Source: an optimization exercise on an open RTL-to-GDS flow (aim: small area). Production flows keep margins and buffers that such runs may drop. Only simulation tests tie the RTL to the original design; equivalence was not proved. Power and IR drop assume default switching activity.

## design.v

```verilog
module shufflish_core (
    input  wire        clk,
    input  wire        rst_n,
    input  wire        req_valid,
    output wire        req_ready,
    input  wire        req_write,
    input  wire [7:0]  req_addr,
    input  wire [63:0] req_wdata,
    output wire        rsp_valid,
    output wire        rsp_err,
    output wire [63:0] rsp_rdata
);
    localparam [3:0] S_IDLE = 4'd0,  S_COPY = 4'd1,  S_GCD  = 4'd2,  S_CLRU = 4'd3,
                     S_REM  = 4'd4,  S_CORR = 4'd5,  S_SWAP = 4'd6,  S_EV1  = 4'd7,
                     S_EV2  = 4'd8,  S_EV3  = 4'd9,  S_P1   = 4'd10, S_P2   = 4'd11,
                     S_EVF1 = 4'd12, S_PRE  = 4'd13, S_FIN  = 4'd14;
    localparam [1:0] G_SHU = 2'd0, G_SHV = 2'd1, G_SUBV = 2'd2, G_SWP = 2'd3;
    localparam [1:0] X_U2 = 2'd0, X_U = 2'd1, X_A = 2'd2, X_ASH = 2'd3;
    localparam [1:0] Z_0 = 2'd0, Z_A = 2'd1, Z_PRE = 2'd2, Z_POST = 2'd3;
    localparam [1:0] Y_0 = 2'd0, Y_C = 2'd1, Y_NC = 2'd2;
    reg  [2:0] ph;
    wire       ph0 = (ph == 3'd0);
    wire       ph7 = (ph == 3'd7);
    reg        clr;           
    reg [63:0] opa, opb, opc, opd, res, cdom, cpri, cpre, cpost;
    reg [63:0] ra, rb, rc, rd, ru, rv;
    reg [63:0] x;
    reg [3:0]  st;
    reg [5:0]  cw;
    reg        rsv;
    reg [2:0]  ecode;
    reg [3:0]  err, last_op;
    reg        overrun, cfg_valid;
    reg [1:0]  cfg_mode;
    reg [5:0]  cnt;
    reg        con2;
    reg [1:0]  gop;
    reg        su, sa;        
    reg        c1, c2;        
    reg        cx;            
    reg        cs;            
    reg        bbit;          
    reg        a0;            
    reg        gc;            
    reg        fc;            
    reg        fvnz, funz, fun1;
    reg        bus_act, bus_rd, bus_wr, bus_bad;
    reg [3:0]  bus_idx;
    reg        rsp_q, rsp_err_q;
    wire [3:0] op   = cw[3:0];
    wire [1:0] mode = cw[5:4];
    wire blk = (st == S_PRE);
    assign req_ready = ph7 & ~bus_act & ~blk;
    wire       acc      = req_valid & req_ready;
    wire       bad      = (req_addr[2:0] != 3'd0) || (req_addr >= 8'h68);
    wire [3:0] idx      = req_addr[6:3];
    wire       eng_free = (st == S_IDLE) || (st == S_FIN);
    wire       cmd_wr   = acc & req_write & ~bad & (idx == 4'd2);
    wire       cmd_go   = cmd_wr & eng_free;
    wire       cmd_ovr  = cmd_wr & ~eng_free;
    wire       stat_clr = acc & req_write & ~bad & (idx == 4'd1) & req_wdata[3];
    assign rsp_valid = rsp_q;
    assign rsp_err   = rsp_err_q;
    assign rsp_rdata = x;
    wire busy = (st != S_IDLE);
    reg [7:0] id_d, stat_d, rdd;
    always @(*) begin
        case (ph)
            3'd2:    id_d = 8'h01;
            3'd4:    id_d = 8'h46;
            3'd5:    id_d = 8'h55;
            3'd6:    id_d = 8'h48;
            3'd7:    id_d = 8'h53;
            default: id_d = 8'h00;
        endcase
        case (ph)
            3'd0:    stat_d = {4'd0, overrun, 1'b0, cfg_valid, busy};
            3'd1:    stat_d = {4'd0, err};
            3'd2:    stat_d = {4'd0, last_op};
            default: stat_d = 8'h00;
        endcase
        case (bus_idx)
            4'd0:    rdd = id_d;
            4'd1:    rdd = stat_d;
            4'd3:    rdd = opa[7:0];
            4'd4:    rdd = opb[7:0];
            4'd5:    rdd = opc[7:0];
            4'd6:    rdd = opd[7:0];
            4'd7:    rdd = res[7:0];
            4'd8:    rdd = cdom[7:0];
            4'd9:    rdd = cpri[7:0];
            4'd10:   rdd = cpre[7:0];
            4'd11:   rdd = cpost[7:0];
            4'd12:   rdd = ph0 ? {6'd0, cfg_mode} : 8'h00;
            default: rdd = 8'h00;
        endcase
    end
    wire [7:0] xh = (bus_act & bus_rd) ? rdd : 8'h00;
    always @(posedge clk)
        x <= acc ? req_wdata : {xh, x[63:8]};
    wire [7:0] ut = ru[7:0];
    wire [7:0] vt = rv[7:0];
    wire [7:0] at = ra[7:0];
    wire [7:0] bt = rb[7:0];
    wire [7:0] ct = rc[7:0];
    wire [7:0] dt = rd[7:0];
    wire [7:0] ush = {ph7 ? 1'b0 : ru[8], ut[7:1]};    
    wire [7:0] vsh = {ph7 ? 1'b0 : rv[8], vt[7:1]};    
    wire [7:0] ash = {ph7 ? 1'b0 : ra[8], at[7:1]};    
    reg  [1:0] xsel, zsel, ysel;
    reg        xinv;
    wire [1:0] scr_m   = (st == S_EV3) ? cfg_mode : mode;
    wire       scr_neg = (scr_m == 2'd1) | ((scr_m == 2'd2) & ~a0) | ((scr_m == 2'd3) & a0);
    always @(*) begin
        xsel = X_U; zsel = Z_0; ysel = Y_0; xinv = 1'b0;
        case (st)
            S_REM, S_P1: begin
                xsel = X_U2; ysel = su ? Y_C : Y_NC;
            end
            S_CORR: begin
                xsel = X_U; ysel = su ? Y_C : Y_0;
            end
            S_EV1: begin
                xsel = X_U; zsel = Z_PRE; ysel = su ? Y_0 : Y_NC;
            end
            S_EV2: begin
                xsel = X_A; ysel = sa ? Y_C : Y_0;
            end
            S_P2: begin
                xsel = X_U; zsel = bbit ? Z_A : Z_0; ysel = su ? Y_0 : Y_NC;
            end
            S_EVF1: begin
                xsel = X_U; zsel = Z_POST; ysel = su ? Y_0 : Y_NC;
            end
            S_EV3: begin
                xsel = scr_m[1] ? X_ASH : X_A; xinv = scr_neg; ysel = scr_neg ? Y_C : Y_0;
            end
            S_FIN: begin
                if (op == 4'd2) begin
                    xsel = scr_m[1] ? X_ASH : X_A; xinv = scr_neg; ysel = scr_neg ? Y_C : Y_0;
                end else begin
                    xsel = X_U; ysel = su ? Y_C : Y_0;
                end
            end
            default: ;
        endcase
    end
    wire       inj = (st == S_REM) ? ra[63] : 1'b0;    
    reg  [7:0] xd0;
    reg        x64;
    always @(*) begin
        case (xsel)
            X_U2:    begin xd0 = {ut[6:0], ph0 ? inj : cx}; x64 = ut[7]; end
            X_U:     begin xd0 = ut;  x64 = su; end
            X_A:     begin xd0 = at;  x64 = sa; end
            default: begin xd0 = ash; x64 = 1'b0; end
        endcase
    end
    wire [7:0] xd = xd0 ^ {8{xinv}};
    reg  [7:0] zd;
    always @(*) begin
        case (zsel)
            Z_A:     zd = at;
            Z_PRE:   zd = cpre[7:0];
            Z_POST:  zd = cpost[7:0];
            default: zd = 8'h00;
        endcase
    end
    wire [7:0] yd  = (ysel == Y_C) ? ct : (ysel == Y_NC) ? ~ct : 8'h00;
    wire       y64 = (ysel == Y_NC);
    wire [8:0] s1  = {1'b0, xd} + {1'b0, zd} + {8'd0, (ph0 ? 1'b0 : c1)};
    wire [8:0] s2  = {1'b0, s1[7:0]} + {1'b0, yd} + {8'd0, (ph0 ? y64 : c2)};
    wire [7:0] alu = s2[7:0];
    wire       sgn = x64 ^ xinv ^ s1[8] ^ y64 ^ s2[8];    
    wire       swp = (gop == G_SWP);
    wire [7:0] gp  = swp ? ush : vsh;
    wire [7:0] gq  = swp ? vsh : ush;
    wire [8:0] gs  = {1'b0, gp} + {1'b0, ~gq} + {8'd0, (ph0 ? 1'b1 : gc)};
    wire [7:0] gd  = gs[7:0];
    reg [7:0] uh, vh, ah, bh, chd, dh;
    always @(*) begin
        uh = ut; vh = vt; ah = at; bh = bt; chd = ct; dh = dt;
        case (st)
            S_COPY: begin
                ah  = opa[7:0];
                bh  = (op == 4'd3) ? cpri[7:0] : opb[7:0];
                chd = (op == 4'd3) ? cdom[7:0] : opc[7:0];
                dh  = opd[7:0];
                uh  = (op == 4'd4) ? opb[7:0] : (op == 4'd2) ? opa[7:0] : 8'h00;
                vh  = opc[7:0];
            end
            S_GCD: begin
                case (gop)
                    G_SHU:   uh = ush;
                    G_SHV:   vh = vsh;
                    G_SUBV:  vh = gd;
                    default: begin uh = vt; vh = gd; end
                endcase
            end
            S_CLRU: uh = 8'h00;
            S_REM: begin
                uh = alu;
                ah = {at[6:0], ph0 ? 1'b0 : cs};
            end
            S_CORR, S_EV1: begin
                ah = alu;
                uh = 8'h00;
            end
            S_SWAP: begin
                ah = dt;
                dh = at;
            end
            S_EV2, S_EV3: ah = alu;
            S_P1: begin
                uh = alu;
                bh = {bt[6:0], ph0 ? 1'b0 : cs};
            end
            S_P2, S_EVF1: uh = alu;
            default: ;
        endcase
    end
    wire [8:0] cmp   = {1'b0, vh} + {1'b0, ~uh} + {8'd0, (ph0 ? 1'b0 : fc)};
    wire       vle_f = ~cmp[8];
    wire       vz_f  = ~((ph0 ? 1'b0 : fvnz) | (|vh));
    wire       uz_f  = ~((ph0 ? 1'b0 : funz) | (|uh));
    wire       u1_f  = ~((ph0 ? 1'b0 : fun1) | (ph0 ? (uh != 8'h01) : (|uh)));
    wire       c63_f = vh[7];
    wire       u0    = ru[8];    
    wire       v0    = rv[8];
    wire       con_ok  = (op == 4'd4) & ~rsv & (ecode == 3'd0);
    wire       inst    = (st == S_FIN) & con_ok;
    wire       fin_val = (st == S_FIN) & (ecode == 3'd0) & (op != 4'd4);
    wire       wr_pass = bus_act & bus_wr;
    wire [7:0] opa_h   = clr ? 8'h00 : (wr_pass && bus_idx == 4'd3) ? x[7:0] : opa[7:0];
    wire [7:0] opb_h   = clr ? 8'h00 : (wr_pass && bus_idx == 4'd4) ? x[7:0] : opb[7:0];
    wire [7:0] opc_h   = clr ? 8'h00 : (wr_pass && bus_idx == 4'd5) ? x[7:0] : opc[7:0];
    wire [7:0] opd_h   = clr ? 8'h00 : (wr_pass && bus_idx == 4'd6) ? x[7:0] : opd[7:0];
    wire [7:0] res_h   = (clr | (st == S_FIN)) ? (fin_val ? alu : 8'h00) : res[7:0];
    wire [7:0] cdom_h  = clr ? 8'h00 : inst ? ct : cdom[7:0];
    wire [7:0] cpri_h  = clr ? 8'h00 : inst ? bt : cpri[7:0];
    wire [7:0] cpre_h  = clr ? 8'h00 : inst ? dt : cpre[7:0];
    wire [7:0] cpost_h = clr ? 8'h00 : inst ? at : cpost[7:0];
    always @(posedge clk) begin
        opa   <= {opa_h,   opa[63:8]};
        opb   <= {opb_h,   opb[63:8]};
        opc   <= {opc_h,   opc[63:8]};
        opd   <= {opd_h,   opd[63:8]};
        res   <= {res_h,   res[63:8]};
        cdom  <= {cdom_h,  cdom[63:8]};
        cpri  <= {cpri_h,  cpri[63:8]};
        cpre  <= {cpre_h,  cpre[63:8]};
        cpost <= {cpost_h, cpost[63:8]};
        ra    <= {ah,  ra[63:8]};
        rb    <= {bh,  rb[63:8]};
        rc    <= {chd, rc[63:8]};
        rd    <= {dh,  rd[63:8]};
        ru    <= {uh,  ru[63:8]};
        rv    <= {vh,  rv[63:8]};
    end
    always @(posedge clk) begin
        c1   <= s1[8];
        c2   <= s2[8];
        cx   <= ut[7];
        cs   <= (st == S_REM) ? at[7] : bt[7];
        gc   <= gs[8];
        fc   <= cmp[8];
        fvnz <= ~vz_f;
        funz <= ~uz_f;
        fun1 <= ~u1_f;
        if (ph7) begin
            a0 <= ra[8];
            if (st == S_P1) bbit <= bt[7];
            case (st)
                S_COPY, S_CLRU:             su <= 1'b0;
                S_REM, S_P1, S_P2, S_EVF1:  su <= sgn;
                S_CORR, S_EV1:              begin sa <= sgn; su <= 1'b0; end
                S_EV2:                      sa <= sgn;
                default: ;
            endcase
            cnt <= (st == S_REM || st == S_P2) ? cnt - 6'd1 :
                   (st == S_P1) ? cnt : 6'd63;
            if (st == S_COPY) con2 <= 1'b0;
            if (st == S_SWAP) con2 <= 1'b1;
        end
        if (acc) begin
            bus_rd  <= ~req_write & ~bad;
            bus_wr  <= req_write & ~bad;
            bus_bad <= bad;
            bus_idx <= idx;
        end
        if (cmd_go) begin
            cw  <= req_wdata[5:0];
            rsv <= (req_wdata[63:6] != 58'd0);
        end
    end
    wire illegal = rsv
                 || !(op == 4'd1 || op == 4'd2 || op == 4'd3 || op == 4'd4)
                 || ((op == 4'd1 || op == 4'd3) && mode != 2'd0);
    reg [3:0] g_next;       
    reg [1:0] g_op;
    reg       g_fail;
    always @(*) begin
        g_op   = G_SUBV;
        g_fail = 1'b0;
        g_next = S_GCD;
        if (vz_f) begin
            if (u1_f) g_next = S_CLRU;
            else begin g_next = S_PRE; g_fail = 1'b1; end
        end else if (!u0 && !v0) begin
            g_next = S_PRE; g_fail = 1'b1;
        end else if (!u0) g_op = G_SHU;
        else if (!v0)     g_op = G_SHV;
        else if (vle_f)   g_op = G_SWP;
        else              g_op = G_SUBV;
    end
    always @(posedge clk) begin
        if (ph7) begin
            gop <= g_op;
            if (st == S_COPY) begin
                if (illegal) ecode <= 3'd1;
                else case (op)
                    4'd1: ecode <= vz_f ? 3'd2 : 3'd0;
                    4'd2: ecode <= (vz_f | vle_f) ? 3'd3 : 3'd0;
                    4'd3: ecode <= cfg_valid ? 3'd0 : 3'd6;
                    default: ecode <= (vz_f | c63_f) ? 3'd4 :
                                      (uz_f | vle_f | g_fail) ? 3'd5 : 3'd0;
                endcase
            end else if (st == S_GCD && g_fail)
                ecode <= 3'd5;
        end
    end
    always @(posedge clk or negedge rst_n) begin
        if (!rst_n) begin
            ph        <= 3'd0;
            clr       <= 1'b1;
            bus_act   <= 1'b0;
            rsp_q     <= 1'b0;
            rsp_err_q <= 1'b0;
            st        <= S_IDLE;
            err       <= 4'd0;
            last_op   <= 4'd0;
            overrun   <= 1'b0;
            cfg_valid <= 1'b0;
            cfg_mode  <= 2'd0;
        end else begin
            ph        <= ph + 3'd1;
            if (ph7) clr <= 1'b0;
            rsp_q     <= ph7 & bus_act;
            rsp_err_q <= ph7 & bus_act & bus_bad;
            if (acc)      bus_act <= 1'b1;
            else if (ph7) bus_act <= 1'b0;
            if (stat_clr) overrun <= 1'b0;
            if (cmd_ovr)  overrun <= 1'b1;
            if (ph7) begin
                case (st)
                    S_IDLE: if (cmd_go) st <= S_COPY;
                    S_COPY: begin
                        if (illegal) st <= S_FIN;
                        else case (op)
                            4'd1: st <= vz_f ? S_FIN : S_REM;
                            4'd2: st <= S_FIN;
                            4'd3: st <= cfg_valid ? S_REM : S_FIN;
                            default:
                                if (vz_f | c63_f | uz_f | vle_f) st <= S_FIN;
                                else st <= g_next;
                        endcase
                    end
                    S_GCD:  st <= g_next;
                    S_CLRU: st <= S_REM;
                    S_REM:  if (cnt == 6'd0) st <= (op == 4'd3) ? S_EV1 : S_CORR;
                    S_CORR: st <= (op == 4'd1) ? S_P1 : (con2 ? S_PRE : S_SWAP);
                    S_SWAP: st <= S_REM;
                    S_EV1:  st <= S_EV2;
                    S_EV2:  st <= S_EV3;
                    S_EV3:  st <= S_P1;
                    S_P1:   st <= S_P2;
                    S_P2:   if (cnt == 6'd0) st <= (op == 4'd3) ? S_EVF1 : S_PRE;
                            else st <= S_P1;
                    S_EVF1: st <= S_PRE;
                    S_PRE:  st <= S_FIN;
                    S_FIN: begin
                        err     <= {1'b0, ecode};
                        last_op <= op;
                        if (op == 4'd4 && !rsv) begin
                            cfg_valid <= (ecode == 3'd0);
                            if (ecode == 3'd0) cfg_mode <= mode;
                        end
                        st <= cmd_go ? S_COPY : S_IDLE;
                    end
                    default: st <= S_IDLE;
                endcase
            end
        end
    end
endmodule
```

## run.sh

```bash
#!/bin/bash
# synth_recipe.tcl (not shown) runs the flow's synth.tcl, then flattens the netlist and writes it again
# the make line also repeats each setting of config.mk as NAME=value (left out here)
make -C /OpenROAD-flow-scripts/flow DESIGN_CONFIG=/design/flow/config.mk WORK_HOME=/design/flow/orfs CLKGATE_MAP_FILE= SYNTH_SCRIPT=/design/flow/synth_recipe.tcl finish
```

## config.mk

```make
export PLATFORM = sky130hd
export DESIGN_NAME = shufflish_core
export DESIGN_NICKNAME = shufflish_core
export VERILOG_FILES = /design/flow/design.v
export SDC_FILE = /design/flow/constraint.sdc
export NUM_CORES = 4
export LEC_CHECK = 0
export CAP_MARGIN = 20
export CORE_MARGIN = 2
export CORE_UTILIZATION = 40
export SLEW_MARGIN = 20
```

## constraint.sdc

```tcl
create_clock -name core_clock -period 12.0 [get_ports {clk}]
set_input_delay 2.4000 -clock core_clock [delete_from_list [all_inputs] [get_ports {clk}]]
set_output_delay 2.4000 -clock core_clock [all_outputs]
set_load 0.01 [all_outputs]
```

==> parameters.txt, run 1 <==
Parameter                              Value

GRT
  Wire length of the first global-routing pass ... around 110000 µm
  All-Layer GR Usage ... 19.6%
  Via count of the first global-routing pass ... 17543
  Total overflow reported by the global router ... 0
  Largest net degree at the start of global routing ... 73
  Initial antenna violation count ... 1

Detailed routing
  DRT iter0 DRCs ... roughly 1600
  DRT Wirelength ... roughly 76000 µm
  Remaining routing DRC violations ... 0
  Post-route antenna net violation count ... 0
  Average via count per standard cell ... roughly 5
  Routed wire length per instance ... 21.6 µm
  Total via count after detailed routing ... 17690
  First drt pass iteration count ... 10

STA
  Highest clock frequency the design can meet ... about 130 MHz
  Minimum clock period ... around 7.6 ns
  Unrepaired setup endpoints after global routing ... no
  Slew at the pin with the worst max-slew slack ... ~1.1 ns
  Worst max-slew margin expressed relative to the limit ... 26.6%
  Worst Hold Margin ... between 0.3 and 0.4 ns
  Number of endpoints failing setup at the final stage ... 0
  Final period util ... 63.3%
  Number of pins exceeding their max-slew limit in the final report ... 0
  Min setup slack post-route ... around 4.4 ns
  Count of final hold-check violations ... 0
  Sum of negative setup slack ... 0 ns
  Clock skew ... approximately 0.033 ns

Die
  Num rows ... 100
  Die Y ... 279 µm
  # IOs ... 143
  Full die area ... ~78000 µm²
  Initial Util ... ~40%
  Width of the die ... between 200 and 300 µm
  Core area ... 74600 µm²

Logic synthesis
  Area share of xor/xnor cells in the synthesized design ... 1.07%
  Portion of the post-synthesis area used by sequential elements ... roughly three quarters
  Number of enable-type register cells in the synthesized netlist ... 30
  Synthesized area per cell ... about 13 µm²
  Post-synth cell types ... 94
  Cell Area, Synth ... roughly 30000 µm²
  Post-synthesis cell count ... roughly 2300
  Dominant combinational cell family by area after synthesis ... compound AO/OA/AOI/OAI gates
  Largest cells by area after synthesis ... dfxtp_1 (69%), edfxtp_1 (3.0%), mux2_2 (2.8%), nand2_1 (2.5%), mux2i_1 (1.9%)
  Post-synthesis cell type with the largest combined area ... dfxtp_1
  Mux contribution to synthesized area ... around 4.7%
  Post-synthesis share of cell area spent on and, or, nand and nor gates ... 8.19%
  Post-synth ARST share ... just over 2%
  Post-synthesis net count ... ~2400
  Commonest register cell after synthesis ... dfxtp_1
  Total of warnings raised by yosys ... 1
  Proportion of netlist area held by the largest area contributor ... around two thirds
  Number of register bits inferred by synthesis ... ~1100
  Share of the synthesized area in compound gates (AO/OA/AOI/OAI) ... roughly 8.6%
  Share of synthesized cell area in full adder, half adder and majority cells ... 1.82%

Status
  Run status ... complete, no violations

Final layout
  Fraction of final layout cells sized beyond drive strength 1 ... between 10% and 20%
  Count of fill cells added during filler insertion ... between 6000 and 7000
  Utilization after layout ... 48.1%
  Area overhead of the layout relative to synthesis ... 19.0%
  Final nets ... roughly 2600
  Area of the multi-input gates ... about 7400 µm²
  Area used by sequential logic in the layout ... 22100 µm²
  Number of non-filler instances in the completed layout ... 3538
  Antenna cell count ... 0
  Commonest non-fill, non-tap cells in the layout ... dfxtp_1 (1033), nand2_1 (197), clkdlybuf4s50_1 (142), nor2_1 (128), clkbuf_16 (103)
  Commonest non-fill, non-tap cell in the layout ... dfxtp_1
  Final cell area excluding filler cells ... ~36000 µm²

Critical path
  Reg-to-reg setup timing slack ... 4.41 ns
  Worst EP required ... between 10 and 15 ns
  Data arrival time at the worst-slack endpoint ... 8.14 ns
  Endpoint kind of the worst setup timing path ... register
  Worst setup path class ... reg -> reg
  CP Launch Type ... register
  Peak fanout along the critical path ... 29

Clocking
  CTS tree ... built
  Clock tree sinks ... about 1100
  Post CTS Setup Buffer Count ... 0
  CTS clk-pin slew, worst paths ... about 0.070 ns
  Number of CTS-inserted buffers ... a little under 100
  Number of H-tree levels ... 3
  Resized cells post-CTS ... 0
  Post-CTS Hold Buffers ... 0
  CTS Root Buffer Type ... clkbuf_16
  Insertion delay of the later-clocked pin in the worst-skew pair ... between 0.6 and 0.7 ns
  Max clock buf depth ... 3

Power and ir drop
  Final Total Pwr ... between 6 and 7 mW
  Pwr per Cell Area ... between 150 and 200 nW/µm²
  IR Drop Worst-Case VDD ... between 0.0001 and 0.00015 V
  Cell leakage power ... between 10 and 15 nW

Place
  Placed Area ... between 30000 and 40000 µm²
  Placed Cells ... 3359
  Final HPWL from detailed placement ... 54900 µm
  Placer's final routability congestion estimate ... 0.916
  Minimum setup slack after placement ... 4.52 ns
  Count of input and output buffers ... 142

Worst hold path
  Hold crit path type ... reg -> reg

Job
  Maximum capacitance violations ... 0
==> routing by layer <==
metal / routed length (µm) / up-vias / GRT usage (%) / part of all wire [%]
li1: - / 8348 / - / -
met1: 34700 / 8539 / 26.8 / 45
met4: 3160 / 0 / 8.17 / 4.1
met2: 33200 / 642 / 29.8 / 43
met5: 0 / - / 0 / 0
met3: 5280 / 161 / 4.37 / 6.9
==> Yosys cell counts, types with 30 or more instances <==
library cell and number:
mux2i_1 57, o21ai_0 77, nand2_1 197, edfxtp_1 30, clkbuf_1 61, a21oi_1 83
dfxtp_1 1033, ha_1 35, mux2_2 75, inv_1 43, nor2_1 129
==> state kept, by name, summed over array words and instances (netlist names), 4 cells and up <==
name and cells:
cnt 6, cpost 64, cdom 64, last_op 4, ra 64, rd 64
bus_idx 4, rc 64, res 64, rv 64, opd 64, rb 64
opc 64, cw 6, ru 64, cpre 64, opb 64, x 64
cpri 64, st 4, opa 64
==> where the power goes <==
group          total [mW]  internal (mW)  leakage [nW]  switching, mW
Clock                3.19           1.87          1.67           1.33
Combinational      0.0751         0.0462          3.55         0.0288
Sequential           3.65           3.63          8.86         0.0142
==> layout make-up <==
class | count | area share, %
flip-flops and latches | 1085 | 61.7
multi-input cells | 1100 | 20.6
clock buffers | 131 | 7.86
repair buffers | 162 | 4.38
well taps | 969 | 3.38
clock inverters | 48 | 1.67
inverters | 43 | 0.450
==> worst paths after layout <==
path	from	endpoint	cells past startpoint
worst max register to register	st[2]$_DFFE_PN0P_	st[1]$_DFFE_PN0P_	27
worst min-delay path	rd[12]$_DFF_P_	rd[4]$_DFF_P_	0
max in group asynchronous	rst_n	clr$_DFFE_PN1P_	2
worst min register to register	rd[12]$_DFF_P_	rd[4]$_DFF_P_	0
min in group asynchronous	rst_n	rsp_q$_DFF_PN0_	2
worst max-delay path	st[2]$_DFFE_PN0P_	st[1]$_DFFE_PN0P_	27
==> worst max-delay path, cell delays in order (launching register included) <==
cell and delay [ns]:
dfrtp_1 0.91, nand2b_1 0.46, o22a_1 0.19, nor2_1 0.04, a31oi_1 0.20, buf_4 0.23, nand2_1 0.17, o21ai_0 0.24
xor2_1 0.26, fa_1 0.21, inv_1 0.08, fa_1 0.45, a21o_1 0.20, a21oi_1 0.22, xnor2_1 0.17, ha_1 0.31
and3_1 0.20, a2111oi_1 0.77, nor2_1 0.11, nor2_1 0.18, ha_1 0.20, nand4_1 0.11, o211ai_1 0.17, a31o_2 0.26
o41ai_2 0.13, or3_2 0.47, o211a_1 0.22, o31a_1 0.29
==> logic make-up after synthesis <==
logic type	count (synthesis)
adder cells (fa/ha/maj)	42
AO/OA/AOI/OAI	372
flip-flops	1085
XOR/XNOR	37
AND/OR/NAND/NOR	517
multiplexers	132
buffers and inverters	137
==> run 2, diff against run 1 <==
--- a/design.v
+++ b/design.v
@@ -23,7 +23,7 @@
     wire       ph7 = (ph == 3'd7);
     reg        clr;           
     reg [63:0] opa, opb, opc, opd, res, cdom, cpri, cpre, cpost;
-    reg [63:0] ra, rb, rc, rd, ru, rv;
+    reg [63:0] ra, rb, rc, rd, ru;
     reg [63:0] x;
     reg [3:0]  st;
     reg [5:0]  cw;
@@ -62,7 +62,8 @@
     assign rsp_valid = rsp_q;
     assign rsp_err   = rsp_err_q;
     assign rsp_rdata = x;
-    wire busy = (st != S_IDLE);
+    wire busy  = (st != S_IDLE);
+    wire res_z = busy & (op == 4'd4);
     reg [7:0] id_d, stat_d, rdd;
     always @(*) begin
         case (ph)
@@ -86,7 +87,7 @@
             4'd4:    rdd = opb[7:0];
             4'd5:    rdd = opc[7:0];
             4'd6:    rdd = opd[7:0];
-            4'd7:    rdd = res[7:0];
+            4'd7:    rdd = res_z ? 8'h00 : res[7:0];
             4'd8:    rdd = cdom[7:0];
             4'd9:    rdd = cpri[7:0];
             4'd10:   rdd = cpre[7:0];
@@ -99,13 +100,13 @@
     always @(posedge clk)
         x <= acc ? req_wdata : {xh, x[63:8]};
     wire [7:0] ut = ru[7:0];
-    wire [7:0] vt = rv[7:0];
+    wire [7:0] vt = res[7:0];
     wire [7:0] at = ra[7:0];
     wire [7:0] bt = rb[7:0];
     wire [7:0] ct = rc[7:0];
     wire [7:0] dt = rd[7:0];
     wire [7:0] ush = {ph7 ? 1'b0 : ru[8], ut[7:1]};    
-    wire [7:0] vsh = {ph7 ? 1'b0 : rv[8], vt[7:1]};    
+    wire [7:0] vsh = {ph7 ? 1'b0 : res[8], vt[7:1]};   
     wire [7:0] ash = {ph7 ? 1'b0 : ra[8], at[7:1]};    
     reg  [1:0] xsel, zsel, ysel;
     reg        xinv;
@@ -226,7 +227,7 @@
     wire       u1_f  = ~((ph0 ? 1'b0 : fun1) | (ph0 ? (uh != 8'h01) : (|uh)));
     wire       c63_f = vh[7];
     wire       u0    = ru[8];    
-    wire       v0    = rv[8];
+    wire       v0    = res[8];
     wire       con_ok  = (op == 4'd4) & ~rsv & (ecode == 3'd0);
     wire       inst    = (st == S_FIN) & con_ok;
     wire       fin_val = (st == S_FIN) & (ecode == 3'd0) & (op != 4'd4);
@@ -235,7 +236,8 @@
     wire [7:0] opb_h   = clr ? 8'h00 : (wr_pass && bus_idx == 4'd4) ? x[7:0] : opb[7:0];
     wire [7:0] opc_h   = clr ? 8'h00 : (wr_pass && bus_idx == 4'd5) ? x[7:0] : opc[7:0];
     wire [7:0] opd_h   = clr ? 8'h00 : (wr_pass && bus_idx == 4'd6) ? x[7:0] : opd[7:0];
-    wire [7:0] res_h   = (clr | (st == S_FIN)) ? (fin_val ? alu : 8'h00) : res[7:0];
+    wire [7:0] res_h   = (clr | (st == S_FIN)) ? (fin_val ? alu : 8'h00) :
+                         res_z ? vh : res[7:0];
     wire [7:0] cdom_h  = clr ? 8'h00 : inst ? ct : cdom[7:0];
     wire [7:0] cpri_h  = clr ? 8'h00 : inst ? bt : cpri[7:0];
     wire [7:0] cpre_h  = clr ? 8'h00 : inst ? dt : cpre[7:0];
@@ -255,7 +257,6 @@
         rc    <= {chd, rc[63:8]};
         rd    <= {dh,  rd[63:8]};
         ru    <= {uh,  ru[63:8]};
-        rv    <= {vh,  rv[63:8]};
     end
     always @(posedge clk) begin
         c1   <= s1[8];
--- a/config.mk
+++ b/config.mk
@@ -5,7 +5,10 @@
 export SDC_FILE = /design/flow/constraint.sdc
 export NUM_CORES = 4
 export LEC_CHECK = 0
+export ABC_AREA = 1
 export CAP_MARGIN = 20
 export CORE_MARGIN = 2
 export CORE_UTILIZATION = 40
+export CTS_CLUSTER_DIAMETER = 100
+export CTS_CLUSTER_SIZE = 25
 export SLEW_MARGIN = 20
==> parameters.txt, run 2 <==
Parameter                              Value

Logic synthesis
  Post-synthesis cell type with the largest combined area ... dfxtp_1
  Post-synthesis net count ... 2702 (+11%)
  Number of enable-type register cells in the synthesized netlist ... 30 (unchanged)
  Post-synthesis cell count ... 2587 (+11%)
  Largest cells by area after synthesis ... dfxtp_1 (68%), nand2_1 (6.3%), edfxtp_1 (3.2%), o21ai_0 (3.1%), inv_1 (3.0%)
  Cell Area, Synth ... 28500 µm² (-5.6%)
  Commonest register cell after synthesis ... dfxtp_1
  Most frequent cell after synthesis ... dfxtp_1
  Number of register bits inferred by synthesis ... 1021 (-5.9%)
  Synthesized area per cell ... 11.0 µm² (-15%)
  Post-synth ARST share ... 2.15% (+0.13 points)
  Commonest cells in the synthesized netlist ... dfxtp_1 (969), nand2_1 (475), inv_1 (231)
  Total of warnings raised by yosys ... 1 (unchanged)
  Proportion of netlist area held by the largest area contributor ... 68.1% (-0.45 points)
  Post-synth cell types ... 56 (-40%)
  Portion of the post-synthesis area used by sequential elements ... 73.2% (-0.16 points)

GRT
  Largest net degree at the start of global routing ... 68 (-6.8%)
  Initial antenna violation count ... 4 (+3)
  All-Layer GR Usage ... 20.6% (+1.0 points)
  Via count of the first global-routing pass ... 17432 (-0.63%)
  Wire length of the first global-routing pass ... 112000 µm (about the same)
  Total overflow reported by the global router ... 0 (unchanged)

STA
  Highest clock frequency the design can meet ... 145 MHz (+9.9%)
  Slew at the pin with the worst max-slew slack ... 1.13 ns (+0.0324 ns)
  Count of final hold-check violations ... 0 (unchanged)
  Clock skew ... 0.0387 ns (+0.00607 ns)
  Worst max-slew margin expressed relative to the limit ... 23.0% (-3.5 points)
  Number of endpoints failing setup at the final stage ... 0 (unchanged)
  Min setup slack post-route ... 5.09 ns (+0.685 ns)
  Unrepaired setup endpoints after global routing ... no
  Minimum clock period ... 6.91 ns (-0.685 ns)
  Sum of negative setup slack ... 0 ns (unchanged)
  Number of pins exceeding their max-slew limit in the final report ... 0 (unchanged)
  Final period util ... 57.5% (-5.7 points)

Die
  Full die area ... 73300 µm² (-5.5%)
  Initial Util ... 40.5% (+0.080 points)
  Core area ... 70300 µm² (-5.8%)
  Die Y ... 271 µm (-2.8%)
  # IOs ... 143 (unchanged)
  Width of the die ... 271 µm (-2.8%)
  Num rows ... 97 (-3.0%)

Detailed routing
  Post-route antenna net violation count ... 0 (unchanged)
  Routed wire length per instance ... 20.7 µm (-4.0%)
  Total via count after detailed routing ... 17857 (+0.94%)
  First drt pass iteration count ... 7 (-3)
  Average via count per standard cell ... 4.84 (-3.2%)
  DRT iter0 DRCs ... 1344 (-17%)
  Remaining routing DRC violations ... 0 (unchanged)
  DRT Wirelength ... 76400 µm (about the same)

Clocking
  Post CTS Setup Buffer Count ... 0 (unchanged)
  Max clock buf depth ... 3 (unchanged)
  CTS Root Buffer Type ... clkbuf_16
  CTS tree ... built
  Clock tree sinks ... 1021 (-5.9%)
  Resized cells post-CTS ... 0 (unchanged)
  Post-CTS Hold Buffers ... 0 (unchanged)
  Number of CTS-inserted buffers ... 48 (-52%)
  Insertion delay of the later-clocked pin in the worst-skew pair ... 0.64 ns (-0.02 ns)
  Number of H-tree levels ... 2 (-1)
  CTS clk-pin slew, worst paths ... 0.10 ns (+0.03 ns)

Power and ir drop
  Cell leakage power ... 13.9 nW (-1.3%)
  Pwr per Cell Area ... 166 nW/µm² (-14%)
  IR Drop Worst-Case VDD ... 0.000117 V (-6.2%)

Critical path
  Cell family contributing the most delay on the critical path ... simple AND/OR/NAND/NOR gates
  Buffers and inverters on the worst path ... 7 (+5)
  Data arrival time at the worst-slack endpoint ... 7.27 ns (-0.87 ns)
  CP Launch Type ... register
  Slowest-stage cell, CP ... o211ai_1
  Worst setup path class ... reg -> reg
  Max stage delay on crit path ... 0.49 ns (-0.42 ns)
  Peak fanout along the critical path ... 9 (-69%)
  Endpoint kind of the worst setup timing path ... register
  Worst EP required ... 12.36 ns (-0.19 ns)

Job
  Maximum capacitance violations ... 0 (unchanged)

Status
  Run status ... complete, no violations

Worst hold path
  Hold crit path type ... reg -> reg

Place
  Placer's final routability congestion estimate ... 0.910 (-0.72%)
  Final HPWL from detailed placement ... 57200 µm (+4.2%)
  Count of input and output buffers ... 142 (unchanged)
  Minimum setup slack after placement ... 5.18 ns (+0.653 ns)

Final layout
  Area overhead of the layout relative to synthesis ... 13.4%
  Fraction of final layout cells sized beyond drive strength 1 ... 4.59% (-7.1 points)
  Commonest non-fill, non-tap cells in the layout ... dfxtp_1 (969), nand2_1 (474), inv_1 (231), o21ai_0 (174), clkdlybuf4s50_1 (141)
  Commonest non-fill, non-tap cell in the layout ... dfxtp_1
  Utilization after layout ... 46.0% (-2.2 points)
  Final nets ... 2851 (+9.4%)
[run 2: cell types whose count changed after synthesis, moves of 64 or more]
| cell | previous run | this run |
|---|---|---|
| dfxtp_1 | 1033 | 969 |
| inv_1 | 43 | 231 |
| mux2_2 | 75 | 4 |
| nand2_1 | 197 | 475 |
| o21ai_0 | 77 | 174 |
[run 2: worst paths after layout]
| kind | cells after the start | slack (ns) | endpoint | start |
|---|---|---|---|---|
| setup / recovery | 37 | 5.09 | ecode[2]$_SDFFCE_PN1P_ | st[0]$_DFFE_PN0P_ |
| hold / removal | 0 | 0.32 | rd[7]$_DFF_P_ | rd[15]$_DFF_P_ |
| setup reg to reg | 37 | 5.09 | ecode[2]$_SDFFCE_PN1P_ | st[0]$_DFFE_PN0P_ |
| hold reg to reg | 0 | 0.32 | rd[7]$_DFF_P_ | rd[15]$_DFF_P_ |
| max in group asynchronous | 1 | 9.86 | ph[2]$_DFF_PN0_ | rst_n |
| min in group asynchronous | 1 | 1.74 | rsp_err_q$_DFF_PN0_ | rst_n |
[run 2: cell families (layout without fill, tap and decap cells)]
logic type	Yosys count	after routing	synth area share, %
adders and majority gates	39	39	1.82
buffers and inverters	302	462	4.12
and+or+nand+nor	774	774	11.5
xor gates and xnor gates	21	21	0.646
other	0	2	0
muxes	4	4	0.158
DFF	1021	1021	73.2
AOI/OAI and AO/OA	426	426	8.59
[run 2: final cells by class]
| class | instances | area, µm² |
|---|---|---|
| Fill cell | 6490 | 38000 |
| Sequential cell | 1021 | 20900 |
| Multi-Input combinational cell | 1264 | 6470 |
| Timing Repair Buffer | 156 | 1520 |
| Clock buffer | 54 | 1250 |
| Tap cell | 940 | 1180 |
| Inverter | 245 | 920 |
| Clock inverter | 7 | 100 |
| Antenna cell | 2 | 5.00 |
[run 2: power by group]
part	total [mW]	switching (mW)	internal, mW
logic	0.106	0.0528	0.0535
registers	3.46	0.0203	3.44
clock network	1.79	1.03	0.764
[run 2: stage by stage]
stage	hold WS (ns)	cell area [µm²]	std cells	power, mW
2_1_floorplan	0.310	28500	2587	3.57
3_3_place_gp	0.310	30900	3626	3.65
3_5_place_dp	0.312	30900	3626	3.65
4_1_cts	0.316	32300	3687	5.41
5_1_grt	0.320	32300	3687	5.54
6_report	0.317	32300	3689	5.36
[run 2: layer usage]
metal  global-route usage (%)  up-vias  share of wire, %
met2                     31.5      644                43
li1                         -     8641                 -
met5                        0        -             0.014
met3                     4.63      142               7.1
met4                     7.94        2               4.1
met1                     28.3     8428                46
==> run 3, diff against run 2 <==
--- a/config.mk
+++ b/config.mk
@@ -8,7 +8,8 @@
 export ABC_AREA = 1
 export CAP_MARGIN = 20
 export CORE_MARGIN = 2
-export CORE_UTILIZATION = 40
+export CORE_UTILIZATION = 55
 export CTS_CLUSTER_DIAMETER = 100
 export CTS_CLUSTER_SIZE = 25
+export PLACE_DENSITY = 0.75
 export SLEW_MARGIN = 20
==> parameters.txt, run 3 <==
Parameter                              Value

Status
  Run status ... complete, no violations

STA
  Highest clock frequency the design can meet ... 141 MHz (-2.9%)
  Clock skew ... 0.0740 ns (+0.0353 ns)
  Min setup slack post-route ... 4.89 ns (-0.205 ns)
  Worst max-slew margin expressed relative to the limit ... 16.6% (-6.5 points)
  Number of pins exceeding their max-slew limit in the final report ... 0 (unchanged)
  Count of final hold-check violations ... 0 (unchanged)
  Slew at the pin with the worst max-slew slack ... 1.25 ns (+0.122 ns)
  Sum of negative setup slack ... 0 ns (unchanged)
  Unrepaired setup endpoints after global routing ... no
  Number of endpoints failing setup at the final stage ... 0 (unchanged)
  Final period util ... 59.3% (+1.7 points)
  Minimum clock period ... 7.11 ns (+0.205 ns)

Logic synthesis
  Number of enable-type register cells in the synthesized netlist ... 30 (unchanged)
  Post-synthesis net count ... 2702 (unchanged)
  Post-synth ARST share ... 2.15% (unchanged)
  Post-synth cell types ... 56 (unchanged)
  Commonest cells in the synthesized netlist ... dfxtp_1 (969), nand2_1 (475), inv_1 (231)
  Largest cells by area after synthesis ... dfxtp_1 (68%), nand2_1 (6.3%), edfxtp_1 (3.2%), o21ai_0 (3.1%), inv_1 (3.0%)
  Total of warnings raised by yosys ... 1 (unchanged)
  Synthesized area per cell ... 11.0 µm² (unchanged)
  Most frequent cell after synthesis ... dfxtp_1
  Commonest register cell after synthesis ... dfxtp_1
  Portion of the post-synthesis area used by sequential elements ... 73.2% (unchanged)
  Number of register bits inferred by synthesis ... 1021 (unchanged)
  Post-synthesis cell type with the largest combined area ... dfxtp_1
  Post-synthesis cell count ... 2587 (unchanged)
  Proportion of netlist area held by the largest area contributor ... 68.1% (unchanged)
  Cell Area, Synth ... 28500 µm² (unchanged)

Detailed routing
  Average via count per standard cell ... 5.33 (+10%)
  Post-route antenna net violation count ... 0 (unchanged)
  Total via count after detailed routing ... 18293 (+2.4%)
  DRT iter0 DRCs ... 1640 (+22%)
  Routed wire length per instance ... 22.8 µm (+10%)
  DRT Wirelength ... 78400 µm (+2.5%)
  Remaining routing DRC violations ... 0 (unchanged)
  First drt pass iteration count ... 5 (-2)

Die
  Num rows ... 83 (-14%)
  Width of the die ... 232 µm (-15%)
  Die Y ... 232 µm (-15%)
  Core area ... 51300 µm² (-27%)
  # IOs ... 143 (unchanged)
  Initial Util ... 55.5% (+15 points)
  Full die area ... 53600 µm² (-27%)

Critical path
  Buffers and inverters on the worst path ... 6 (-1)
  Peak fanout along the critical path ... 9 (unchanged)
  Slowest-stage cell, CP ... o211ai_1
  Cell family contributing the most delay on the critical path ... simple AND/OR/NAND/NOR gates
  Endpoint kind of the worst setup timing path ... register
  Worst setup path class ... reg -> reg
  CP Launch Type ... register
  Max stage delay on crit path ... 0.59 ns (+0.10 ns)
  Worst EP required ... 12.37 ns (about the same)
  Most numerous cell on the critical path ... nand2_1
  Data arrival time at the worst-slack endpoint ... 7.48 ns (+0.21 ns)

Job
  Maximum capacitance violations ... 0 (unchanged)

Clocking
  CTS Root Buffer Type ... clkbuf_16
  Max clock buf depth ... 3 (unchanged)
  Resized cells post-CTS ... 0 (unchanged)
  Post CTS Setup Buffer Count ... 0 (unchanged)
  Number of H-tree levels ... 2 (unchanged)
  Number of CTS-inserted buffers ... 49 (+2.1%)
  CTS tree ... built
  Clock tree sinks ... 1021 (unchanged)
  Post-CTS Hold Buffers ... 0 (unchanged)
  Insertion delay of the later-clocked pin in the worst-skew pair ... 0.67 ns (+0.03 ns)
  CTS clk-pin slew, worst paths ... 0.11 ns (about the same)

Power and ir drop
  Cell leakage power ... 13.9 nW (+0.28%)
  Internal power ... 4.27 mW (+0.17%)
  Pwr per Cell Area ... 169 nW/µm² (+1.7%)
  Switch Pwr ... 1.14 mW (+3.8%)
  Net switching share of the total power ... 21.1% (+0.59 points)
  Portion of total power attributed to combinational logic ... 2.0% (about the same)
  IR Drop Worst-Case VDD ... 0.000144 V (+24%)
  Proportion of power drawn by the clock network ... 34.0% (+0.6 points)
  Sequential cell fraction of total power ... 64.1% (-0.5 points)

GRT
  Wire length of the first global-routing pass ... 115000 µm (+2.8%)
  Total overflow reported by the global router ... 0 (unchanged)
  Met1 usage in global routing ... 41.1% (+13 points)
  Global-route track usage on met3 ... 5.11% (+0.47 points)
  All-Layer GR Usage ... 29.3% (+8.7 points)
  Initial antenna violation count ... 1 (-3)
  Via count of the first global-routing pass ... 18072 (+3.7%)
  Met2 capacity usage during global routing ... 46.7% (+15 points)
  Most Used Layer, Global Route ... met2
  Largest net degree at the start of global routing ... 67 (-1.5%)

Place
  Final HPWL from detailed placement ... 56700 µm (-0.86%)
  Placer's final routability congestion estimate ... 0.936 (+2.9%)
  Count of input and output buffers ... 142 (unchanged)
  Minimum setup slack after placement ... 5.02 ns (-0.151 ns)

Final layout
  Commonest non-fill, non-tap cell in the layout ... dfxtp_1
  Final nets ... 2854 (+0.11%)
  Fraction of final layout cells sized beyond drive strength 1 ... 4.65% (+0.061 points)
  Count of fill cells added during filler insertion ... 4045 (-38%)
  Commonest non-fill, non-tap cells in the layout ... dfxtp_1 (969), nand2_1 (474), inv_1 (231), o21ai_0 (174), clkdlybuf4s50_1 (142)
  Area overhead of the layout relative to synthesis ... 12.6%

Worst hold path
  Hold crit path type ... reg -> reg
## run 3: cell counts after synthesis
Identical to the previous run, type by type.
## run 3: layer usage
layer	part of all wire (%)	routed length (µm)
met1	45	35100
met2	45	35600
met3	6.8	5310
met4	3.0	2370
met5	0	0
## run 3: power groups by stage
| stage | sequential [mW] | clock, mW | combinational [mW] |
|---|---|---|---|
| floorplan | 3.54 | 0 | 0.0265 |
| global placement | 3.54 | 0 | 0.105 |
| detailed placement | 3.54 | 0 | 0.106 |
| CTS | 3.47 | 1.86 | 0.107 |
| global route | 3.47 | 1.97 | 0.115 |
| finish | 3.47 | 1.84 | 0.107 |
## run 3: cell type report
type | instances | area (µm²) | area share [%]
Multi-Input combinational cell | 1264 | 6470 | 20.2
Clock inverter | 9 | 159 | 0.496
Inverter | 245 | 920 | 2.87
Clock buffer | 57 | 1260 | 3.92
Timing Repair Buffer | 158 | 1550 | 4.83
Sequential cell | 1021 | 20900 | 65.0
Antenna cell | 1 | 2.50 | 0.00781
Tap cell | 680 | 851 | 2.65
## run 3: worst paths after layout
check / startpoint / to / slack (ns) / depth (start not counted)
max in group asynchronous: rst_n / st[3]$_DFFE_PN0P_ / 9.44 / 2
min reg2reg: cpre[9]$_DFF_P_ / cpre[1]$_DFF_P_ / 0.29 / 0
max: st[3]$_DFFE_PN0P_ / ecode[2]$_SDFFCE_PN1P_ / 4.89 / 36
min: cpre[9]$_DFF_P_ / cpre[1]$_DFF_P_ / 0.29 / 0
max reg2reg: st[3]$_DFFE_PN0P_ / ecode[2]$_SDFFCE_PN1P_ / 4.89 / 36
min in group asynchronous: rst_n / rsp_q$_DFF_PN0_ / 2.07 / 1
## run 3: through the flow
stage               instance area (µm²)  hold slack, ns  total power [mW]  cells  util (%)
global placement                  30600           0.310              3.65   3367      59.7
finish                            32100           0.293              5.41   3435      62.5
CTS                               32000           0.290              5.43   3434      62.5
detailed placement                30600           0.312              3.65   3368      59.7
floorplan                         28500           0.310              3.57   2587         -
global route                      32100           0.297              5.56   3434      62.5
## run 3: worst register-to-register path: cells and delay by family (launching register included)
family                     cells  cell delay, ns
buffers and inverters          6            0.65
DFF                            1            0.55
xor gates and xnor gates       2            0.34
AOI/OAI and AO/OA              9            1.88
adders and majority gates      4            1.23
and+or+nand+nor               15            2.20
## run 3: cells by family (layout without fill, tap and decap cells)
kind of cell | count (synthesis) | count (layout) | share of synthesized area (%)
other cells | 0 | 1 | 0
xor+xnor | 21 | 21 | 0.646
mux | 4 | 4 | 0.158
flops | 1021 | 1021 | 73.2
simple gates | 774 | 774 | 11.5
buf+inv | 302 | 469 | 4.12
fa+ha+maj | 39 | 39 | 1.82
compound gates | 426 | 426 | 8.59
==> run 4, diff against run 3 <==
--- a/design.v
+++ b/design.v
@@ -22,6 +22,8 @@
     wire       ph0 = (ph == 3'd0);
     wire       ph7 = (ph == 3'd7);
     reg        clr;           
+    reg        cfg_z;         
+    reg        res_zero;      
     reg [63:0] opa, opb, opc, opd, res, cdom, cpri, cpre, cpost;
     reg [63:0] ra, rb, rc, rd, ru;
     reg [63:0] x;
@@ -87,18 +89,18 @@
             4'd4:    rdd = opb[7:0];
             4'd5:    rdd = opc[7:0];
             4'd6:    rdd = opd[7:0];
-            4'd7:    rdd = res_z ? 8'h00 : res[7:0];
-            4'd8:    rdd = cdom[7:0];
-            4'd9:    rdd = cpri[7:0];
-            4'd10:   rdd = cpre[7:0];
-            4'd11:   rdd = cpost[7:0];
+            4'd7:    rdd = (res_z | res_zero) ? 8'h00 : res[7:0];
+            4'd8:    rdd = cfg_z ? 8'h00 : cdom[7:0];
+            4'd9:    rdd = cfg_z ? 8'h00 : cpri[7:0];
+            4'd10:   rdd = cfg_z ? 8'h00 : cpre[7:0];
+            4'd11:   rdd = cfg_z ? 8'h00 : cpost[7:0];
             4'd12:   rdd = ph0 ? {6'd0, cfg_mode} : 8'h00;
             default: rdd = 8'h00;
         endcase
     end
     wire [7:0] xh = (bus_act & bus_rd) ? rdd : 8'h00;
     always @(posedge clk)
-        x <= acc ? req_wdata : {xh, x[63:8]};
+        x <= {xh, x[63:8]} | (acc ? req_wdata : 64'd0);
     wire [7:0] ut = ru[7:0];
     wire [7:0] vt = res[7:0];
     wire [7:0] at = ra[7:0];
@@ -236,12 +238,12 @@
     wire [7:0] opb_h   = clr ? 8'h00 : (wr_pass && bus_idx == 4'd4) ? x[7:0] : opb[7:0];
     wire [7:0] opc_h   = clr ? 8'h00 : (wr_pass && bus_idx == 4'd5) ? x[7:0] : opc[7:0];
     wire [7:0] opd_h   = clr ? 8'h00 : (wr_pass && bus_idx == 4'd6) ? x[7:0] : opd[7:0];
-    wire [7:0] res_h   = (clr | (st == S_FIN)) ? (fin_val ? alu : 8'h00) :
+    wire [7:0] res_h   = (st == S_FIN) ? (fin_val ? alu : 8'h00) :
                          res_z ? vh : res[7:0];
-    wire [7:0] cdom_h  = clr ? 8'h00 : inst ? ct : cdom[7:0];
-    wire [7:0] cpri_h  = clr ? 8'h00 : inst ? bt : cpri[7:0];
-    wire [7:0] cpre_h  = clr ? 8'h00 : inst ? dt : cpre[7:0];
-    wire [7:0] cpost_h = clr ? 8'h00 : inst ? at : cpost[7:0];
+    wire [7:0] cdom_h  = inst ? ct : cdom[7:0];
+    wire [7:0] cpri_h  = inst ? bt : cpri[7:0];
+    wire [7:0] cpre_h  = inst ? dt : cpre[7:0];
+    wire [7:0] cpost_h = inst ? at : cpost[7:0];
     always @(posedge clk) begin
         opa   <= {opa_h,   opa[63:8]};
         opb   <= {opb_h,   opb[63:8]};
@@ -334,6 +336,8 @@
         if (!rst_n) begin
             ph        <= 3'd0;
             clr       <= 1'b1;
+            cfg_z     <= 1'b1;
+            res_zero  <= 1'b1;
             bus_act   <= 1'b0;
             rsp_q     <= 1'b0;
             rsp_err_q <= 1'b0;
@@ -380,6 +384,8 @@
                     S_EVF1: st <= S_PRE;
                     S_PRE:  st <= S_FIN;
                     S_FIN: begin
+                        res_zero <= 1'b0;
+                        if (con_ok) cfg_z <= 1'b0;
                         err     <= {1'b0, ecode};
                         last_op <= op;
                         if (op == 4'd4 && !rsv) begin
==> flow/run.sh (new file) <==
#!/bin/bash
# Layout flow: the standard flow, except that the port buffers are the
# smallest buffer cell (sky130_fd_sc_hd__buf_1) rather than the one
# buffer_ports picks by default. Each step's full output goes to its own log.
set -euo pipefail
bash standard.sh synth > synth.log 2>&1
bash standard.sh finish 'BUFFER_PORTS_ARGS=-buffer_cell sky130_fd_sc_hd__buf_1' > layout.log 2>&1
==> standard.sh (new file) <==
#!/bin/bash
# synth_recipe.tcl (not shown) runs the flow's synth.tcl, then flattens the netlist and writes it again
# the make line also repeats each setting of config.mk as NAME=value (left out here)
make -C /OpenROAD-flow-scripts/flow DESIGN_CONFIG=/design/flow/config.mk WORK_HOME=/design/flow/orfs CLKGATE_MAP_FILE= SYNTH_SCRIPT=/design/flow/synth_recipe.tcl "${@:-finish}"
--- a/config.mk
+++ b/config.mk
@@ -8,8 +8,7 @@
 export ABC_AREA = 1
 export CAP_MARGIN = 20
 export CORE_MARGIN = 2
-export CORE_UTILIZATION = 55
+export CORE_UTILIZATION = 40
 export CTS_CLUSTER_DIAMETER = 100
 export CTS_CLUSTER_SIZE = 25
-export PLACE_DENSITY = 0.75
 export SLEW_MARGIN = 20
removed: run.sh
==> parameters.txt, run 4 <==
Parameter                              Value

Status
  Run status ... complete, no violations

Logic synthesis
  Post-synthesis cell count ... 2502 (-3.3%)
  Commonest register cell after synthesis ... dfxtp_1
  Portion of the post-synthesis area used by sequential elements ... 73.6% (+0.37 points)
  Proportion of netlist area held by the largest area contributor ... 68.3% (+0.17 points)
  Number of register bits inferred by synthesis ... 1023 (+0.20%)
  Post-synth cell types ... 54 (-3.6%)
  Post-synthesis net count ... 2616 (-3.2%)
  Total of warnings raised by yosys ... 1 (unchanged)
  Cell Area, Synth ... 28400 µm² (-0.25%)
  Largest cells by area after synthesis ... dfxtp_1 (68%), nand2_1 (4.5%), inv_1 (3.4%), o21ai_0 (3.3%), edfxtp_1 (3.2%)
  Post-synthesis cell type with the largest combined area ... dfxtp_1
  Synthesized area per cell ... 11.4 µm² (+3.1%)
  Number of enable-type register cells in the synthesized netlist ... 30 (unchanged)
  Most frequent cell after synthesis ... dfxtp_1
  Commonest cells in the synthesized netlist ... dfxtp_1 (969), nand2_1 (341), inv_1 (261)
  Post-synth ARST share ... 2.35% (+0.19 points)

STA
  Count of final hold-check violations ... 0 (unchanged)
  Unrepaired setup endpoints after global routing ... no
  Number of endpoints failing setup at the final stage ... 0 (unchanged)
  Number of pins exceeding their max-slew limit in the final report ... 0 (unchanged)
  Clock skew ... 0.0258 ns (-0.0482 ns)
  Highest clock frequency the design can meet ... 148 MHz (+4.9%)
  Sum of negative setup slack ... 0 ns (unchanged)
  Worst max-slew margin expressed relative to the limit ... 41.6% (+25 points)
  Slew at the pin with the worst max-slew slack ... 0.876 ns (-0.371 ns)
  Final period util ... 56.5% (-2.8 points)
  Minimum clock period ... 6.78 ns (-0.334 ns)

Detailed routing
  Total via count after detailed routing ... 17518 (-4.2%)
  DRT iter0 DRCs ... 1444 (-12%)
  Average via count per standard cell ... 4.86 (-8.8%)
  First drt pass iteration count ... 5 (unchanged)
  Post-route antenna net violation count ... 0 (unchanged)
  DRT Wirelength ... 74300 µm (-5.2%)
  Routed wire length per instance ... 20.6 µm (-9.7%)
  Remaining routing DRC violations ... 0 (unchanged)

Clocking
  Number of CTS-inserted buffers ... 48 (-2.0%)
  CTS Root Buffer Type ... clkbuf_16
  Max clock buf depth ... 3 (unchanged)
  CTS tree ... built
  Number of H-tree levels ... 2 (unchanged)
  Post CTS Setup Buffer Count ... 0 (unchanged)
  Insertion delay of the later-clocked pin in the worst-skew pair ... 0.63 ns (-0.04 ns)
  Resized cells post-CTS ... 0 (unchanged)
  CTS clk-pin slew, worst paths ... 0.10 ns (about the same)
  Clock tree sinks ... 1023 (+0.20%)
  Post-CTS Hold Buffers ... 0 (unchanged)

Die
  Core area ... 70100 µm² (+37%)
  Initial Util ... 40.5% (-15 points)
  Num rows ... 97 (+17%)
  Die Y ... 271 µm (+17%)
  Full die area ... 73200 µm² (+36%)
  Width of the die ... 271 µm (+17%)
  # IOs ... 143 (unchanged)

GRT
  All-Layer GR Usage ... 20.0% (-9.3 points)
  Wire length of the first global-routing pass ... 109000 µm (-5.0%)
  Global-route track usage on met3 ... 2.94% (-2.2 points)
  Most Used Layer, Global Route ... met2
  Total overflow reported by the global router ... 0 (unchanged)
  Met1 usage in global routing ... 27.5% (-14 points)
  Largest net degree at the start of global routing ... 65 (-3.0%)
  Met2 capacity usage during global routing ... 32.6% (-14 points)
  Via count of the first global-routing pass ... 17067 (-5.6%)
  Initial antenna violation count ... 0 (-1)

Critical path
  Worst setup path class ... reg -> reg
  Worst EP required ... 12.33 ns (-0.04 ns)
  Cell family contributing the most delay on the critical path ... simple AND/OR/NAND/NOR gates
  Data arrival time at the worst-slack endpoint ... 7.11 ns (-0.37 ns)
  Most numerous cell on the critical path ... nand2_1
  Peak fanout along the critical path ... 11 (+2)
  R2r endpoint ... ecode[2]$_SDFFCE_PN1P_
  CP Launch Type ... register
  Slowest-stage cell, CP ... dfrtp_1
  R2R cell count ... 38 (+5.6%)
  Endpoint kind of the worst setup timing path ... register
  Critical R2R Launch ... st[2]$_DFFE_PN0P_
  Reg-to-reg setup timing slack ... 5.22 ns (+0.33 ns)
  Buffers and inverters on the worst path ... 7 (+1)
  Max stage delay on crit path ... 0.48 ns (-0.11 ns)

Worst hold path
  Worst hold start ... cpri[43]$_DFF_P_
  Hold Path Sink ... cpri[35]$_DFF_P_
  Hold crit path type ... reg -> reg
  Hold Path Cell Cnt ... 0 (unchanged)

Final layout
  Count of fill cells added during filler insertion ... 6634 (+64%)
  Area overhead of the layout relative to synthesis ... 10.3%
  Fraction of final layout cells sized beyond drive strength 1 ... 5.67% (+1.0 points)
  Antenna cell count ... 0 (-1)
  Commonest non-fill, non-tap cell in the layout ... dfxtp_1
  Commonest non-fill, non-tap cells in the layout ... dfxtp_1 (969), nand2_1 (341), inv_1 (261), o21ai_0 (187), buf_1 (142)
  Final nets ... 2764 (-3.2%)
  Number of non-filler instances in the completed layout ... 3605 (+4.9%)

Place
  Final HPWL from detailed placement ... 55200 µm (-2.7%)
  Placed Cells ... 3540 (+5.1%)
  Count of input and output buffers ... 142 (unchanged)
  Placer's final routability congestion estimate ... 0.922 (-1.5%)

Power and ir drop
  IR Drop Worst-Case VDD ... 0.000128 V (-11%)
  Cell leakage power ... 13.3 nW (-4.8%)
  Pwr per Cell Area ... 170 nW/µm² (+0.98%)

Job
  Maximum capacitance violations ... 0 (unchanged)
## run 4: cell count changes in the layout (fill, tap and decap cells not counted), moves of 7 or more
cell             before  now
nand2_1             474  341
o21ai_0             174  187
clkdlybuf4s50_1     142    0
nand3_1              70   63
a31o_2                0   27
nor2_1              138  112
buf_1                 0  142
inv_1               231  261
o221ai_1             25   32
a221oi_1             16    9
o21bai_1              2   30
a21oi_1             140  126
## run 4: cell type report
| cell class | instances | area [µm²] | area share (%) |
|---|---|---|---|
| tap | 940 | 1180 | 3.75 |
| clock inverter | 7 | 129 | 0.411 |
| inverter | 278 | 1040 | 3.33 |
| timing repair buffer | 153 | 616 | 1.96 |
| sequential | 1023 | 20900 | 66.7 |
| clock buffer | 58 | 1240 | 3.95 |
| multi-input combinational | 1146 | 6240 | 19.9 |
## run 4: cell families after synthesis
| kind of cell | share of synthesized area [%] |
|---|---|
| xor+xnor | 0.709 |
| fa+ha+maj | 1.78 |
| flops | 73.6 |
| buf+inv | 4.52 |
| simple gates | 9.14 |
| compound gates | 10.3 |
## run 4: worst max-delay path by stage
stage                            from                      to  slack [ns]  depth (start not counted)
global route        st[2]$_DFFE_PN0P_  ecode[2]$_SDFFCE_PN1P_        4.57                         38
detailed placement  st[2]$_DFFE_PN0P_  ecode[2]$_SDFFCE_PN1P_        5.27                         38
global placement    st[2]$_DFFE_PN0P_  ecode[2]$_SDFFCE_PN1P_        5.39                         38
CTS                 st[2]$_DFFE_PN0P_  ecode[2]$_SDFFCE_PN1P_        5.23                         38
floorplan           st[1]$_DFFE_PN0P_  ecode[2]$_SDFFCE_PN1P_        6.47                         42
finish              st[2]$_DFFE_PN0P_  ecode[2]$_SDFFCE_PN1P_        5.22                         38
## run 4: power by group
part	switching [mW]	total, mW	internal, mW
Clock	1.04	1.79	0.754
Sequential	0.0210	3.47	3.45
Combinational	0.0521	0.0778	0.0257
Total	1.11	5.34	4.23
## run 4: layer usage
layer	wire length, µm	up-vias
li1	-	8410
met2	34100	533
met4	2130	0
met3	3920	107
met1	34100	8468
met5	0	-
## run 4: metrics by stage
stage / setup slack, ns / utilization, % / hold WS (ns) / cell area, µm² / total power [mW]
floorplan: 6.47 / - / 0.310 / 28400 / 3.58
global placement: 5.39 / 42.7 / 0.310 / 30000 / 3.63
detailed placement: 5.27 / 42.7 / 0.312 / 30000 / 3.63
CTS: 5.23 / 44.7 / 0.318 / 31300 / 5.39
global route: 4.57 / 44.7 / 0.318 / 31300 / 5.52
finish: 5.22 / 44.7 / 0.315 / 31300 / 5.34

## afterwards: timing with drivers on the ports
Ports are ideal in the flow. The routed layouts listed here were re-timed in OpenROAD.
Step 1, drivers: a clkbuf_16 drives clk and a buf_2 each remaining input, both assumed.
Step 2, shift: input delay + t, output delay - t, t = (earliest + latest rising clock arrival at the registers) / 2. This alone moves slack from input paths to output paths.
a / b / c = no drivers / after step 1 / after step 2; a / b = the first two.
run | t (ns) | slack for setup (ns) | latest minus earliest clock arrival (ns)
run 1 | 0.709 | 4.409 / 4.409 / 4.409 | 0.033 / 0.034
run 2 | 0.684 | 5.094 / 5.094 / 5.094 | 0.042 / 0.041
run 3 | 0.695 | 4.889 / 4.889 / 4.889 | 0.076 / 0.077
run 4 | 0.682 | 5.223 / 5.223 / 5.223 | 0.027 / 0.027
After both steps setup and hold are still met in every run listed.
